Source: an optimization exercise on an open RTL-to-GDS flow (aim: small area, a short achievable clock period and few clock cycles). Production flows keep margins and buffers that such runs may drop.
Only the layout flow was run in this run; the RTL was not checked for function there.
No activity file was given, so power comes from the tool's default toggle rates.

==> flow/design.v <==
module dsb1_axis (
    input  wire               clk,
    input  wire               init,        
    input  wire               enc_add,     
    input  wire signed [15:0] enc_k,
    input  wire               tick,        
    input  wire               st1,         
    input  wire               st2,         
    input  wire               pos_clear,   
    input  wire signed [7:0]  target,
    input  wire signed [7:0]  bias,
    input  wire               ramp_en,
    output reg  signed [31:0] pos,
    output reg  signed [15:0] last_delta,
    output reg  signed [10:0] out
);
    reg        [15:0] cnt;
    reg signed [8:0]  ramp;       
    reg signed [9:0]  integ;
    reg signed [16:0] prev_err;
    reg signed [8:0]  sp_q;
    reg signed [20:0] u_q;
    wire signed [15:0] d     = cnt;
    wire               d_rnd = d[15] & (d[1] | d[0]);
    wire signed [31:0] pos_n = pos + {{18{d[15]}}, d[15:2]} + {31'd0, d_rnd};
    wire signed [8:0]  goal  = {target, 1'b0};
    wire signed [9:0]  rdiff = goal - ramp;
    wire               near  = (rdiff > -10'sd55) && (rdiff < 10'sd55);
    wire signed [9:0]  r_up  = ramp + 10'sd55;
    wire signed [9:0]  r_dn  = ramp - 10'sd55;
    wire signed [9:0]  r_mv  = rdiff[9] ? r_dn : r_up;
    wire               to_goal = !ramp_en || near;
    wire signed [8:0]  ramp_n  = to_goal ? goal : r_mv[8:0];
    wire signed [7:0]  r_half  = (r_mv[8:0] + {8'd0, r_mv[8]}) >>> 1;
    wire signed [7:0]  sp_base = to_goal ? target : r_half;
    wire signed [8:0]  sp      = sp_base + bias;
    wire signed [16:0] e       = sp_q - last_delta;
    wire signed [17:0] isum    = integ + e;
    wire signed [9:0]  integ_n = isum > 18'sd500 ? 10'sd500 :
                                 (isum < -18'sd500 ? -10'sd500 : isum[9:0]);
    wire signed [20:0] u       = 21'sd20 * e - 21'sd5 * prev_err + 21'sd2 * integ_n;
    wire signed [14:0] u_lo    = u_q[14:0];
    wire signed [26:0] q_prod  = u_lo * 27'sd3277 + (u_q[20] ? 27'sd32767 : 27'sd0);
    wire signed [10:0] q       = q_prod[25:15];
    wire               sat_hi  = u_q >= 21'sd10010;
    wire               sat_lo  = u_q <= -21'sd10010;
    wire signed [10:0] out_n   = sat_hi ? 11'sd1000 : (sat_lo ? -11'sd1000 : q);
    always @(posedge clk) begin
        if (init) begin
            cnt        <= 16'd0;
            pos        <= 32'sd0;
            last_delta <= 16'sd0;
            ramp       <= 9'sd0;
            integ      <= 10'sd0;
            prev_err   <= 17'sd0;
        end else begin
            if (tick) begin
                cnt        <= 16'd0;
                last_delta <= d;
                pos        <= pos_n;
                ramp       <= ramp_n;
            end else begin
                if (enc_add)
                    cnt <= cnt + enc_k;
                if (pos_clear)
                    pos <= 32'sd0;
            end
            if (st1) begin
                integ    <= integ_n;
                prev_err <= e;
            end
        end
    end
    always @(posedge clk) begin
        if (tick)
            sp_q <= sp;
        if (st1)
            u_q <= u;
        if (st2)
            out <= out_n;
    end
endmodule
module dsb1_pid (
    input  wire         clk,
    input  wire         rst,         
    input  wire         ev_valid,
    input  wire [31:0]  ev_word,
    output wire         ev_ready,
    output reg          act_valid,
    output wire [10:0]  act_a,
    output wire [10:0]  act_b,
    output wire [10:0]  act_c,
    output wire [10:0]  act_d,
    output reg          tx_valid,
    output wire [335:0] tx_frame,    
    output reg          pos_valid,
    output reg  [1:0]   pos_axis,
    output wire [31:0]  pos_value
);
    localparam [3:0] EV_INIT   = 4'h1;
    localparam [3:0] EV_TICK   = 4'h2;
    localparam [3:0] EV_TEL    = 4'h3;
    localparam [3:0] EV_RX     = 4'h4;
    localparam [3:0] EV_COMMIT = 4'h5;
    localparam [3:0] EV_TXDONE = 4'h6;
    localparam [3:0] EV_TXERR  = 4'h7;
    localparam [3:0] EV_POS    = 4'h8;
    localparam [3:0] EV_ENC    = 4'h9;
    localparam [4:0] S_HDR  = 5'd0;
    localparam [4:0] S_TAIL = 5'd10;
    localparam [4:0] S_C0   = 5'd16;
    localparam [4:0] S_C8   = 5'd24;
    localparam [7:0] HEADER = 8'h23;
    localparam [7:0] TAIL   = 8'h21;
    assign ev_ready = 1'b1;
    reg        ev_v;
    reg [3:0]  ev_q;
    reg [1:0]  ax_q;
    reg [15:0] data_q;
    always @(posedge clk) begin
        if (rst)
            ev_v <= 1'b0;
        else
            ev_v <= ev_valid;
        ev_q   <= ev_word[31:28];
        ax_q   <= ev_word[27:26];
        data_q <= ev_word[15:0];
    end
    wire [7:0] b = data_q[7:0];
    wire init      = rst | (ev_v && ev_q == EV_INIT);
    wire do_tick   = ev_v && ev_q == EV_TICK;
    wire do_tel    = ev_v && ev_q == EV_TEL;
    wire do_rx     = ev_v && ev_q == EV_RX;
    wire do_commit = ev_v && ev_q == EV_COMMIT;
    wire do_txclr  = ev_v && (ev_q == EV_TXDONE || ev_q == EV_TXERR);
    wire do_pos    = ev_v && ev_q == EV_POS;
    wire do_enc    = ev_v && ev_q == EV_ENC;
    reg signed [7:0] target [0:3];
    reg signed [7:0] bias   [0:3];
    reg              ramp_en;
    reg  w21, w2140;
    wire trigger = do_rx && w2140 && b == 8'h21;
    reg st1, st2;
    always @(posedge clk) begin
        if (rst) begin
            st1       <= 1'b0;
            st2       <= 1'b0;
            act_valid <= 1'b0;
        end else begin
            st1       <= do_tick;
            st2       <= st1;
            act_valid <= st2;
        end
    end
    wire signed [31:0] pos        [0:3];
    wire signed [15:0] last_delta [0:3];
    wire signed [10:0] out        [0:3];
    genvar gi;
    generate
        for (gi = 0; gi < 4; gi = gi + 1) begin : g_axis
            dsb1_axis u_axis (
                .clk        (clk),
                .init       (init),
                .enc_add    (do_enc && ax_q == gi),
                .enc_k      (data_q),
                .tick       (do_tick),
                .st1        (st1),
                .st2        (st2),
                .pos_clear  (trigger),
                .target     (target[gi]),
                .bias       (bias[gi]),
                .ramp_en    (ramp_en),
                .pos        (pos[gi]),
                .last_delta (last_delta[gi]),
                .out        (out[gi])
            );
        end
    endgenerate
    assign act_a = out[0];
    assign act_b = out[1];
    assign act_c = out[2];
    assign act_d = out[3];
    reg [4:0] dst;
    reg [7:0] pl [0:8];    
    wire [3:0] cidx = dst[3:0];    
    wire [7:0] pl_sel = pl[cidx];
    integer k;
    always @(posedge clk) begin
        if (do_rx && dst >= 5'd1 && dst <= 5'd9)
            pl[dst[3:0] - 4'd1] <= b;
    end
    always @(posedge clk) begin
        if (init) begin
            dst     <= S_HDR;
            w21     <= 1'b0;
            w2140   <= 1'b0;
            ramp_en <= 1'b0;
            for (k = 0; k < 4; k = k + 1) begin
                target[k] <= 8'sd0;
                bias[k]   <= 8'sd0;
            end
        end else begin
            if (do_rx) begin
                w21   <= !trigger && b == 8'h21;
                w2140 <= !trigger && w21 && b == 8'h40;
                if (dst == S_HDR) begin
                    if (b == HEADER)
                        dst <= 5'd1;
                end else if (dst == S_TAIL) begin
                    dst <= (b == TAIL) ? S_C0 : S_HDR;
                end else begin
                    dst <= dst + 5'd1;
                end
            end
            if (do_commit) begin
                if (cidx <= 4'd3)
                    target[cidx[1:0]] <= pl_sel;
                else if (cidx == 4'd4)
                    ramp_en <= pl_sel[0];
                else
                    bias[cidx[1:0] - 2'd1] <= pl_sel;
                dst <= (dst == S_C8) ? S_HDR : dst + 5'd1;
            end
        end
    end
    reg busy;
    always @(posedge clk) begin
        if (init)
            busy <= 1'b0;
        else if (do_tel && !busy && data_q[0])
            busy <= 1'b1;
        else if (do_txclr)
            busy <= 1'b0;
    end
    assign tx_frame[7:0]     = HEADER;
    assign tx_frame[335:328] = TAIL;
    generate
        for (gi = 0; gi < 4; gi = gi + 1) begin : g_frame
            assign tx_frame[8 + 16*gi +: 16]   = {{8{target[gi][7]}}, target[gi]};
            assign tx_frame[72 + 32*gi +: 32]  = pos[gi];
            assign tx_frame[200 + 32*gi +: 32] = {{16{last_delta[gi][15]}}, last_delta[gi]};
        end
    endgenerate
    always @(posedge clk) begin
        if (rst) begin
            tx_valid  <= 1'b0;
            pos_valid <= 1'b0;
        end else begin
            tx_valid  <= do_tel && !busy && data_q[0];
            pos_valid <= do_pos;
        end
        if (do_pos)
            pos_axis <= ax_q;
    end
    assign pos_value = pos[pos_axis];
endmodule
==> flow/run.sh <==
#!/bin/bash
# synth_recipe.tcl (not shown) runs the flow's synth.tcl, then flattens the netlist and writes it again
# the make line also repeats each setting of config.mk as NAME=value (left out here)
make -C /OpenROAD-flow-scripts/flow DESIGN_CONFIG=/design/flow/config.mk WORK_HOME=/design/flow/orfs CLKGATE_MAP_FILE= SYNTH_SCRIPT=/design/flow/synth_recipe.tcl finish
==> flow/config.mk <==
export PLATFORM = sky130hd
export DESIGN_NAME = dsb1_pid
export DESIGN_NICKNAME = dsb1_pid
export VERILOG_FILES = /design/flow/design.v
export SDC_FILE = /design/flow/constraint.sdc
export NUM_CORES = 4
export LEC_CHECK = 0
export CAP_MARGIN = 20
export CORE_MARGIN = 2
export CORE_UTILIZATION = 40
export SLEW_MARGIN = 20
==> flow/constraint.sdc <==
create_clock -name core_clock -period 36.0 [get_ports {clk}]
set_input_delay 7.2000 -clock core_clock [delete_from_list [all_inputs] [get_ports {clk}]]
set_output_delay 7.2000 -clock core_clock [all_outputs]
set_load 0.01 [all_outputs]
==> results.sh <==
export IMPL_cp_required_ps=28800
export IMPL_max_slew_margin_pct=22.6
export IMPL_min_path_type="reg -> reg"
export IMPL_tightest_slew_ps=1160
export IMPL_avgViaCountPerCell=5.27
export IMPL_path_max_fanout=32
export IMPL_io_buffers=425
export IMPL_ys_async_sr_fraction_pct=0
export IMPL_cp_startpoint="pos_axis[0]"
export IMPL_die_w_um=433
export IMPL_wire_per_inst_um=18.8
export IMPL_grt_overflow_total=0
export IMPL_regToRegSetupSlack_ps=26190
export IMPL_grt_max_degree=164
export IMPL_ant_nets=0
export IMPL_grt_use_total_pct=21.2
export IMPL_power_total_mw=2.22
export IMPL_irDropWorstVdd_uv=42.2
export IMPL_syn_inst=7883
export IMPL_routed_wl_um=201000
export IMPL_start_kind="flip-flop"
export IMPL_htreeDepth=3
export IMPL_die_y_um=433
export IMPL_setup_tns_ps=0
export IMPL_yosysSeqAreaShare_pct=24.3
export IMPL_final_nets=9851
export IMPL_drtPass1Iterations=5
export IMPL_tritoncts="built"
export IMPL_yosysTopAreaCell="ha_1"
export IMPL_io_pins=453
export IMPL_fin_crit_ps=10180
export IMPL_finalMaxSlewViolations=0
export IMPL_cts_setup_buffers=0
export IMPL_clk_latency_ps=760
export IMPL_leakagePower_nw=36.4
export IMPL_synth_edf_count=302
export IMPL_hold_violations=0
export IMPL_holdBufCountCts=0
export IMPL_drc=0
export IMPL_yosysWarnings=2
export IMPL_clock_skew_ps=63.9
export IMPL_netlist_area_leader_share_pct=20.5
export IMPL_r2r_start="g_axis[3].u_axis.sp_q[0]"
export IMPL_cap_violations=0
export IMPL_synthFlopType="dfxtp_1"
export IMPL_avgSynthCellArea_um2=9.33
export IMPL_finalCritPeriodShare_pct=28.3
export IMPL_rsz0062_at_grt="no"
export IMPL_drive_above_1_share_pct=4.08
export IMPL_dieArea_um2=187000
export IMPL_antenna_found_initial=4
export IMPL_start_util_pct=40.2
export IMPL_dp_hpwl_um=159000
export IMPL_clock_fmax_ghz=0.0982
export IMPL_synth_area_um2=73600
export IMPL_powerDensity_nw_per_um2=26.7
export IMPL_cts_buffers=90
export IMPL_post_cts_resize_count=0
export IMPL_initialDrtViolationCount=3016
export IMPL_vias=56500
export IMPL_nFillCells=17500
export IMPL_synth_area_top_cells="ha_1, edfxtp_1, dfxtp_1, fa_1, inv_1"
export IMPL_setup_viol=0
export IMPL_critPathKind="reg -> out"
export IMPL_grt_pass1_vias=55700
export IMPL_hold_slack_ps=475
export IMPL_row_count=157
export IMPL_core_area_um2=183000
export IMPL_outcome="no timing/DRC/antenna violations"
export IMPL_cp_end_kind="output pin"
export IMPL_cp_arrival_ps=2980
export IMPL_min_delay_start="g_axis[1].u_axis.integ[0]"
export IMPL_gp_congestion=0.921
export IMPL_synth_seq_cells=743
export IMPL_cts_sinks=743
export IMPL_area_growth_pct=12.8
export IMPL_root_buffer="clkbuf_16"
export IMPL_grt_pass1_wl_um=314000
export IMPL_cts_buffer_depth=3
export IMPL_clk_pin_slew_worst_paths_ps=60
export IMPL_synth_cell_types=97
==> critical path: stages, from the launching register on <==
cell             delay (ps)
edfxtp_1                480
buf_4                   560
mux4_2                  620
clkdlybuf4s50_1         510
==> cell families after synthesis <==
kind of cell | share of synthesized area, %
AOI/OAI and AO/OA | 14.7
DFF | 24.3
adders and majority gates | 32.3
buffers and inverters | 6.80
other | 0.0102
and+or+nand+nor | 12.0
muxes | 3.18
xor gates and xnor gates | 6.70
==> final timing paths <==
kind / to / cells past startpoint
setup / recovery: pos_value[24] / 3
hold / removal: g_axis[1].u_axis.integ[0] / 2
setup reg to reg: g_axis[3].u_axis.u_q[20] / 39
hold reg to reg: g_axis[1].u_axis.integ[0] / 2
==> flip-flops by register name, summed over array words and instances, names as in the netlist, 5 cells and up, named ones only <==
name                      cells
g_axis.u_axis.integ          40
g_axis.u_axis.last_delta     64
g_axis.u_axis.u_q            84
bias                         32
g_axis.u_axis.pos           128
target                       32
g_axis.u_axis.out            44
g_axis.u_axis.prev_err       68
g_axis.u_axis.sp_q           36
pl                           72
data_q                       16
g_axis.u_axis.cnt            64
g_axis.u_axis.ramp           36
dst                           5
==> routing by layer <==
layer | track usage, % | up-vias | part of all wire, %
met2 | 35.8 | 1171 | 47
met3 | 2.16 | 331 | 3.6
met1 | 27.2 | 27000 | 44
met4 | 9.81 | 0 | 5.2
li1 | - | 28000 | -
met5 | 0 | - | 0
==> cell usage in the layout, fill, tap and decap left out, types with 47 or more instances in the layout <==
cell and n:
a211oi_1 58, a21o_1 184, a21oi_1 529, and3_1 47, clkbuf_16 91, clkdlybuf4s50_1 425
dfxtp_1 439, edfxtp_1 302, fa_1 433, ha_1 1208, inv_1 925, mux2i_1 111
mux4_2 48, nand2_1 540, nand2b_1 105, nand3_1 184, nor2_1 471, nor2b_1 90
nor3_1 131, o21a_1 74, o21ai_0 373, o21bai_1 53, or3_1 66, xnor2_1 364
xor2_1 199
==> where the power goes <==
part | internal [mW] | total (mW) | switching (mW)
Combinational | 0.160 | 0.360 | 0.200
Sequential | 0.891 | 0.903 | 0.0120
Clock | 0.549 | 0.957 | 0.408
==> synth_stat cells (29+ instances only) <==
cell,count
a21o_1,184
edfxtp_1,302
clkbuf_1,141
o21bai_1,53
nor4_1,29
nor2b_1,90
nor3_1,131
ha_1,1208
o22ai_1,32
nand4_1,34
a211oi_1,58
mux2i_1,111
buf_4,114
or3_1,67
o21ai_0,375
xnor2_1,364
nand2_1,542
nor2_1,472
and2_1,41
o21a_1,74
mux4_2,48
a21oi_1,529
a31oi_1,43
nand2b_1,105
nand3_1,185
a21boi_0,33
and3_1,47
o31ai_1,30
xor2_1,199
dfxtp_1,441
inv_1,926
fa_1,433
o211ai_1,31
==> cell type report <==
cell class	count	area, µm²	area share (%)
Multi-Input combinational cell	5939	50800	61.2
Sequential cell	743	17900	21.6
Timing Repair Buffer	473	4640	5.59
Inverter	928	3490	4.20
Tap cell	2464	3080	3.71
Clock buffer	127	2500	3.01
Clock inverter	42	574	0.692
Antenna cell	5	12.5	0.0151
==> through the flow <==
stage	setup slack, ps	utilization, %	instance area, µm²	std cells
floorplan	27040	-	73600	7898
global placement	25620	43.7	79900	10500
detailed placement	25550	43.7	79900	10500
CTS	25730	45.4	83000	10700
global route	25360	45.4	83000	10700
finish	25820	45.4	83000	10700

port drivers added, routing unchanged:
Ports are ideal in the flow. The routed layout listed here was re-timed in OpenROAD.
Step 1 assumes that a clkbuf_16 drives the clock port and a buf_2 every other input.
Step 2, shift: input delay + t, output delay - t, t = (earliest + latest rising clock arrival at the registers) / 2. This alone moves slack from input paths to output paths.
Slacks: no drivers / after step 1 / after step 2; pairs: no drivers / after step 1.
shift t [ns]: 0.814
setup WS [ns]: 25.821 / 25.732 / 25.580
worst setup path after step 2: input to register
After both steps setup and hold are still met in this run. For this run, drivers alone change the setup slack by -0.089 ns; drivers and shift together by -0.241 ns.
